Background: an optimization exercise with open tools, aiming at small area and a short achievable clock period. Do not read the settings as production practice. In this exercise RTL edits were held to simulation tests only and were not proved equivalent to the original.

==> design.v <==
module neoclock_core #(
    parameter N_PIX     = 60,
    parameter T0H_CYC   = 7,
    parameter T1H_CYC   = 15,
    parameter TBIT_CYC  = 24,
    parameter LATCH_CYC = 1000
) (
    input  wire        clk,
    input  wire        rst,
    input  wire [1:0]  h_req,
    input  wire [3:0]  h_addr,
    input  wire [31:0] h_wdata,
    output reg  [31:0] h_rdata,
    input  wire        tick_i,
    output wire        led_o
);
    localparam NBITS  = 24 * N_PIX;
    localparam PW     = (N_PIX > 1) ? $clog2(N_PIX) : 1;
    localparam BW     = $clog2(NBITS);
    localparam CW     = $clog2((TBIT_CYC > LATCH_CYC) ? TBIT_CYC : LATCH_CYC);
    localparam LW     = $clog2(LATCH_CYC + 1);
    localparam [1:0] PH_IDLE = 2'd0, PH_WAIT = 2'd1, PH_BIT = 2'd2, PH_LATCH = 2'd3;
    localparam [1:0] REJ_BUSY = 2'd1, REJ_ILLEGAL = 2'd2, REJ_ARG = 2'd3;
    reg [31:0]       arg_q;
    reg [23:0]       result_q;
    reg [31:0]       rawticks_q;
    reg [31:0]       calib_q;
    reg [PW-1:0]     offset_q;
    reg              done_q;
    reg              rej_q;
    reg [1:0]        rejcode_q;
    reg              tickpend_q;
    reg              txact_q;           
    reg [1:0]        tx_phase_q;
    reg [BW-1:0]     tx_bit_q;
    reg [CW-1:0]     tx_cyc_q;
    reg [LW-1:0]     low_run_q;
    reg [NBITS-1:0]  fb_q;
    wire busy = txact_q;
    wire        cmd_wr = (h_req == 2'd2) && (h_addr == 4'd0);
    wire        arg_wr = (h_req == 2'd2) && (h_addr == 4'd1);
    wire [3:0]  op     = h_wdata[31:28];
    wire [15:0] idx    = h_wdata[15:0];
    reg illegal;
    reg arg_bad;
    always @(*) begin
        illegal = 1'b0;
        arg_bad = 1'b0;
        case (op)
            4'h0, 4'h1, 4'h2: illegal = (h_wdata[27:0] != 28'd0);
            4'h3, 4'h4:       illegal = (h_wdata[27:16] != 12'd0);
            4'h5, 4'h6: begin
                illegal = (h_wdata[27:16] != 12'd0);
                arg_bad = (idx >= N_PIX);
            end
            4'h9:             illegal = (h_wdata[27:1] != 27'd0);
            default:          illegal = 1'b1;    
        endcase
    end
    wire accept  = cmd_wr && !busy && !illegal && !arg_bad;
    wire reject  = cmd_wr && !accept;
    wire [1:0] rej_code = busy ? REJ_BUSY : (illegal ? REJ_ILLEGAL : REJ_ARG);
    wire do_tx     = accept && (op == 4'h1);
    wire do_clear  = accept && (op == 4'h2);
    wire do_pset   = accept && (op == 4'h3);
    wire do_padd   = accept && (op == 4'h4);
    wire do_pget   = accept && (op == 4'h5);
    wire do_setoff = accept && (op == 4'h6);
    wire do_recal1 = accept && (op == 4'h9) && h_wdata[0];
    wire [16:0]   phys_sum = {1'b0, idx} + {{(17-PW){1'b0}}, offset_q};
    wire [PW-1:0] phys     = phys_sum % N_PIX;
    wire [23:0] wr_pix   = fb_q[24*phys +: 24];              
    wire [23:0] pget_pix = fb_q[24*idx[PW-1:0] +: 24];
    function [7:0] sat_add8(input [7:0] a, input [7:0] b);
        reg [8:0] s;
        begin
            s = {1'b0, a} + {1'b0, b};
            sat_add8 = s[8] ? 8'hFF : s[7:0];
        end
    endfunction
    wire [23:0] pset_pix = {arg_q[7:0], arg_q[23:16], arg_q[15:8]};
    wire [23:0] padd_pix = {sat_add8(wr_pix[23:16], arg_q[7:0]),
                            sat_add8(wr_pix[15:8],  arg_q[23:16]),
                            sat_add8(wr_pix[7:0],   arg_q[15:8])};
    wire [23:0] new_pix  = do_pset ? pset_pix : padd_pix;
    genvar p;
    generate
        for (p = 0; p < N_PIX; p = p + 1) begin : g_pix
            always @(posedge clk) begin
                if (rst || do_clear)
                    fb_q[24*p +: 24] <= 24'd0;
                else if ((do_pset || do_padd) && (phys == p))
                    fb_q[24*p +: 24] <= new_pix;
            end
        end
    endgenerate
    wire frame_bit = fb_q[{tx_bit_q[BW-1:3], ~tx_bit_q[2:0]}];
    wire [CW-1:0] th = frame_bit ? T1H_CYC[CW-1:0] : T0H_CYC[CW-1:0];
    assign led_o = (tx_phase_q == PH_BIT) && (tx_cyc_q < th);
    wire [LW-1:0] low_run_next = led_o ? {LW{1'b0}} :
                                 (low_run_q >= LATCH_CYC) ? LATCH_CYC[LW-1:0] : low_run_q + 1'b1;
    wire latch_ok = (low_run_next >= LATCH_CYC);
    wire tx_end   = (tx_phase_q == PH_LATCH) && (tx_cyc_q == LATCH_CYC - 1);
    always @(posedge clk) begin
        if (rst) begin
            tx_phase_q <= PH_IDLE;
            tx_bit_q   <= {BW{1'b0}};
            tx_cyc_q   <= {CW{1'b0}};
            low_run_q  <= {LW{1'b0}};
        end else begin
            low_run_q <= low_run_next;
            case (tx_phase_q)
                PH_IDLE: if (do_tx) begin
                    tx_bit_q   <= {BW{1'b0}};
                    tx_cyc_q   <= {CW{1'b0}};
                    tx_phase_q <= latch_ok ? PH_BIT : PH_WAIT;
                end
                PH_WAIT: if (latch_ok) begin
                    tx_phase_q <= PH_BIT;
                    tx_bit_q   <= {BW{1'b0}};
                    tx_cyc_q   <= {CW{1'b0}};
                end
                PH_BIT: begin
                    if (tx_cyc_q < TBIT_CYC - 1) begin
                        tx_cyc_q <= tx_cyc_q + 1'b1;
                    end else if (tx_bit_q < NBITS - 1) begin
                        tx_bit_q <= tx_bit_q + 1'b1;
                        tx_cyc_q <= {CW{1'b0}};
                    end else begin
                        tx_phase_q <= PH_LATCH;
                        tx_cyc_q   <= {CW{1'b0}};
                    end
                end
                PH_LATCH: begin
                    if (tx_cyc_q < LATCH_CYC - 1) begin
                        tx_cyc_q <= tx_cyc_q + 1'b1;
                    end else begin
                        tx_phase_q <= PH_IDLE;
                        tx_cyc_q   <= {CW{1'b0}};
                    end
                end
            endcase
        end
    end
    wire [1:0]  counted = busy ? 2'd0 : ({1'b0, tickpend_q} + {1'b0, tick_i});
    wire        raw_wr    = (h_req == 2'd2) && (h_addr == 4'd7);
    wire        cal_wr    = (h_req == 2'd2) && (h_addr == 4'd8);
    wire [31:0] tick_base = do_recal1 ? 32'd0 : (raw_wr ? h_wdata : rawticks_q);
    wire [33:0] tick_sum  = {2'b00, tick_base} + {32'd0, counted};
    wire [31:0] raw_next  = (tick_sum > 34'hFFFFFFFF) ? 32'hFFFFFFFF : tick_sum[31:0];
    wire [32:0] cal_sum   = {1'b0, rawticks_q} + {1'b0, calib_q};
    wire [31:0] cal_half  = cal_sum[32:1];
    wire [31:0] cal_next  = (cal_half == 32'd0) ? 32'd1 : cal_half;
    wire [41:0] ms_prod  = rawticks_q * 42'd1000;
    wire [41:0] ms_quot  = ms_prod / {10'd0, calib_q};
    wire [9:0]  elapsed  = (ms_quot > 42'd1000) ? 10'd1000 : ms_quot[9:0];
    always @(posedge clk) begin
        if (rst) begin
            rawticks_q <= 32'd0;
            calib_q    <= 32'd1000;
            tickpend_q <= 1'b0;
        end else begin
            rawticks_q <= raw_next;
            if (do_recal1)
                calib_q <= cal_next;
            else if (cal_wr)
                calib_q <= (h_wdata == 32'd0) ? 32'd1 : h_wdata;
            if (busy)
                tickpend_q <= tickpend_q | tick_i;
            else
                tickpend_q <= 1'b0;
        end
    end
    always @(posedge clk) begin
        if (rst) begin
            arg_q     <= 32'd0;
            result_q  <= 24'd0;
            offset_q  <= {PW{1'b0}};
            done_q    <= 1'b0;
            rej_q     <= 1'b0;
            rejcode_q <= 2'd0;
            txact_q   <= 1'b0;
        end else begin
            if (arg_wr)
                arg_q <= h_wdata;
            if (reject) begin
                rej_q     <= 1'b1;
                rejcode_q <= rej_code;
            end
            if (accept) begin
                rej_q     <= 1'b0;
                rejcode_q <= 2'd0;
                done_q    <= !do_tx;
            end
            if (do_tx)
                txact_q <= 1'b1;
            if (tx_end) begin
                txact_q <= 1'b0;
                done_q  <= 1'b1;
            end
            if (do_pget)
                result_q <= {pget_pix[15:8], pget_pix[7:0], pget_pix[23:16]};
            if (do_setoff)
                offset_q <= idx[PW-1:0];
        end
    end
    wire [31:0] status = {24'd0, rej_q, tickpend_q, 1'b0, 1'b0, 1'b0, done_q, txact_q, busy}
                       | {22'd0, rejcode_q, 8'd0};
    always @(*) begin
        h_rdata = 32'd0;
        if (h_req == 2'd1) begin
            case (h_addr)
                4'd1:  h_rdata = arg_q;
                4'd2:  h_rdata = status;
                4'd3:  h_rdata = {8'd0, result_q};
                4'd6:  h_rdata = {22'd0, elapsed};
                4'd7:  h_rdata = rawticks_q;
                4'd8:  h_rdata = calib_q;
                4'd9:  h_rdata = {{(32-PW){1'b0}}, offset_q};
                4'd10: h_rdata = N_PIX;
                default: h_rdata = 32'd0;
            endcase
        end
    end
endmodule
==> run.sh <==
#!/bin/bash
# synth_recipe.tcl (not shown) runs the flow's synth.tcl, then flattens the netlist and writes it again
# the make line also repeats each setting of config.mk as NAME=value (left out here)
make -C /OpenROAD-flow-scripts/flow DESIGN_CONFIG=/design/flow/config.mk WORK_HOME=/design/flow/orfs CLKGATE_MAP_FILE= SYNTH_SCRIPT=/design/flow/synth_recipe.tcl finish
==> config.mk <==
export PLATFORM = sky130hd
export DESIGN_NAME = neoclock_core
export DESIGN_NICKNAME = neoclock_core
export VERILOG_FILES = /design/flow/design.v
export SDC_FILE = /design/flow/constraint.sdc
export NUM_CORES = 4
export LEC_CHECK = 0
export CAP_MARGIN = 20
export CELL_PAD_IN_SITES_DETAIL_PLACEMENT = 1
export CELL_PAD_IN_SITES_GLOBAL_PLACEMENT = 2
export CORE_MARGIN = 2
export CORE_UTILIZATION = 20
export PLACE_DENSITY = 0.3
export SLEW_MARGIN = 20
==> constraint.sdc <==
create_clock -name core_clock -period 200.0 [get_ports {clk}]
set_input_delay 40.0000 -clock core_clock [delete_from_list [all_inputs] [get_ports {clk}]]
set_output_delay 40.0000 -clock core_clock [all_outputs]
set_load 0.01 [all_outputs]
==> results.ini <==
[floorplan]
num_rows = 316
boundaryPins = 74
core-area_mm2 = 0.741
die_y_um = 866
die_width_um = 866
initial_cell_density_of_the_core_pct = 20.1
fp.dieArea_mm2 = 0.750

[timing]
worst-slew-pin-transition_ns = 1.21
setup-tns-final_ns = 0
timing.slew.headroom_pct = 17.1
max_clock_freq_mhz = 5.58
setup_viol = 0
finalWorstPathRequiredPeriod_ns = 179.20
rsz0062_at_grt = no
post-route-period-util_pct = 89.6
worst_hold_slack_ns = 0.458
clock-skew-final_ns = 0.0861
hold_viol_final = 0
final_max_slew_viol_count = 0

[placed_design]
place_hpwl_mm = 738
gpl.final_weighted_congestion = 0.846
port-buffer-count = 73
post-place-cells = 26573

[synthesis]
yosys.area.top_type_share_pct = 21.6
avgSynthCellArea_um2 = 8.54
synth.top_cells.by_area = dfxtp_1, mux4_2, ha_1
synth.largest_area_cell = dfxtp_1
synth.ff_latch_count = 1605
synth_top_flop_cell = dfxtp_1
seq_area_frac_synth_pct = 21.6
synth_async_sr_flop_share_pct = 0
postSynthNetCount = 18585
number_of_instances_in_the_synthesized_netlist = 17413
synth-edff-count = 0
synth_cell_types = 123
post_synth_instance_area_mm2 = 0.149
ys_warn_count = 1

[worst_setup_path]
slowest_delay_ns = 0.93
cp_data_arrival_time_ns = 139.20
crit_path_end_kind = output port
criticalPathCategory = reg2out
crit_slowest_cell = o31ai_1
cp_top_family = compound AO/OA/AOI/OAI gates
startpoint_type_of_the_worst_setup_path = register
required_ns = 160.00
worst_path_most_repeated_cell = a21oi_1
path_max_fanout = 47
worst-path-buf-inv = 29

[final_layout]
layout.filler_cells = 85943
layout_common_cells = nand2_1, a21oi_1, dfxtp_1, mux4_2, o21ai_0
areaGrowthSynthToFinish_pct = 13.9
final_common_cell = nand2_1
design.final.nets = 18102
finish.cell_count_without_fillers = 27068
final_layout_size_suffix_gt1_share_pct = 16.6

[clocking]
clock_insertion_delay_worst_skew_ns = 0.98
clock-sinks = 1605
ctsLongestPathBuffers = 4
tritoncts.num_buffers = 213
htreeDepth = 4
clk_transition_reported_paths_ns = 0.07
cts-hold-fix-buffers = 0
clock_tree_root = clkbuf_16
clock_tree_from_tritoncts = done
post_cts_buffers = 0
ctsResizeCount = 0

[run]
max_capacitance_violation_total = 0

[status]
run_status = complete, no violations

[global_routing]
maximum_number_of_pins_on_one_net_before_global_route_repair = 179
grt_antenna_before_repair = 115
grt_overflow = 0
first_global_vias = 144910
global_route.usage.total_pct = 25.0
grt_first_pass_wirelength_mm = 1320

[detailed_routing]
ant_nets = 0
detail_route.wl_per_cell_um = 35.8
drt-pass1-iter-count = 6
dr.first_iter.drc_count = 9636
vias = 140650
post-route-drc-count = 0
detail_route.wirelength_mm = 969
avgViaCountPerCell = 5.20

[min_path]
holdCritPathClass = reg2reg

-- final cells by class --
type                    count  area [um2]  share of cell area, %
clock inverters            52         628                  0.371
flip-flops and latches   1605       32200                   19.0
diodes                    119         298                  0.176
well taps                9858       12300                   7.28
repair buffers            571        4730                   2.79
clock buffers             324        6420                   3.79
inverters                 476        1820                   1.07
multi-input cells       14063      111000                   65.5
-- worst register-to-register path, delay by kind of cell (launching register included) --
| family | cells | cell delay [ns] |
|---|---|---|
| AOI/OAI and AO/OA | 23 | 7.88 |
| buffers and inverters | 3 | 1.12 |
| xor gates and xnor gates | 2 | 1.18 |
| DFF | 1 | 0.39 |
| adders and majority gates | 3 | 1.17 |
| and+or+nand+nor | 13 | 3.70 |
-- registers in the layout (all words and copies together), names as in the netlist --
| signal | flops |
|---|---|
| offset_q | 6 |
| tickpend_q | 1 |
| tx_phase_q | 2 |
| rawticks_q | 32 |
| result_q | 24 |
| arg_q | 32 |
| rej_q | 1 |
| done_q | 1 |
| fb_q | 1440 |
| tx_bit_q | 11 |
| calib_q | 32 |
| tx_cyc_q | 10 |
| low_run_q | 10 |
| rejcode_q | 2 |
| txact_q | 1 |
-- worst paths after layout --
path,endpoint,start,cells after the start,slack [ns]
min,result_q[15],result_q[15],2,0.46
max,h_rdata[0],rawticks_q[22],484,20.80
min reg2reg,result_q[15],result_q[15],2,0.46
max reg2reg,fb_q[46],offset_q[0],44,184.44
-- synthesized netlist by cell type, types with 96 or more instances --
cell type and n:
nand2_1 2692, a21oi_1 1654, dfxtp_1 1605, mux4_2 1288
o21ai_0 1109, nor2_1 1090, ha_1 1006, nand3_1 925
clkbuf_1 900, inv_1 474, xnor2_1 444, nor3_1 330
o21a_1 278, a21o_1 250, mux2_2 248, xor2_1 238
buf_1 224, mux2i_1 177, buf_2 135, nor2b_1 134
a211oi_1 130, fa_1 125, nand4_1 120, nand2b_1 102
a31oi_1 98, o31ai_1 96
-- per-layer routing --
metal,up-vias,GRT usage (%),wire length (um)
met2,2383,43.4,470000
met1,73840,33.7,443000
met5,-,0,80
met4,12,6.48,28700
met3,599,1.86,26400
li1,63816,-,-
-- stage by stage --
step                setup WS [ns]  utilization [%]  area, um2
floorplan                   44.63                -     149000
global placement            20.80             21.9     162000
detailed placement          21.25             21.9     162000
CTS                         19.54             22.8     169000
global route                 9.70             22.9     169000
finish                      20.80             22.9     169000
-- logic make-up after synthesis --
logic type	after synthesis	synth area share, %
fa+ha+maj	1132	10.2
flops	1605	21.6
buf+inv	1745	4.55
xor+xnor	682	4.02
compound gates	4554	19.0
mux	1729	22.7
simple gates	5966	18.0

==> what the ideal ports hide <==
Ports are ideal in the flow. The routed layout listed here was re-timed in OpenROAD.
Step 1 sets driving cells, clkbuf_16 on the clock port and buf_2 on the other inputs (assumed; they add their load-dependent delay and slew).
Step 2 adds t to the input delays and takes it off the output delays; t is the mean of the earliest and latest rising clock arrival at the registers after step 1. Input paths then give back, and output paths get back, about the clock's delay inside the block.
Three values: no drivers, after step 1, after step 2; two values: the first two.
t (ns): 1.072
setup slack, ns: 20.802 / 20.666 / 21.738
worst register clock-pin slew, ns: 0.07 / 0.07
worst data-port slew with drivers (ns): 0.23
After both steps this run still meets setup and hold. The setup slack of this run moves by -0.136 ns with the drivers and by +0.936 ns with both steps.
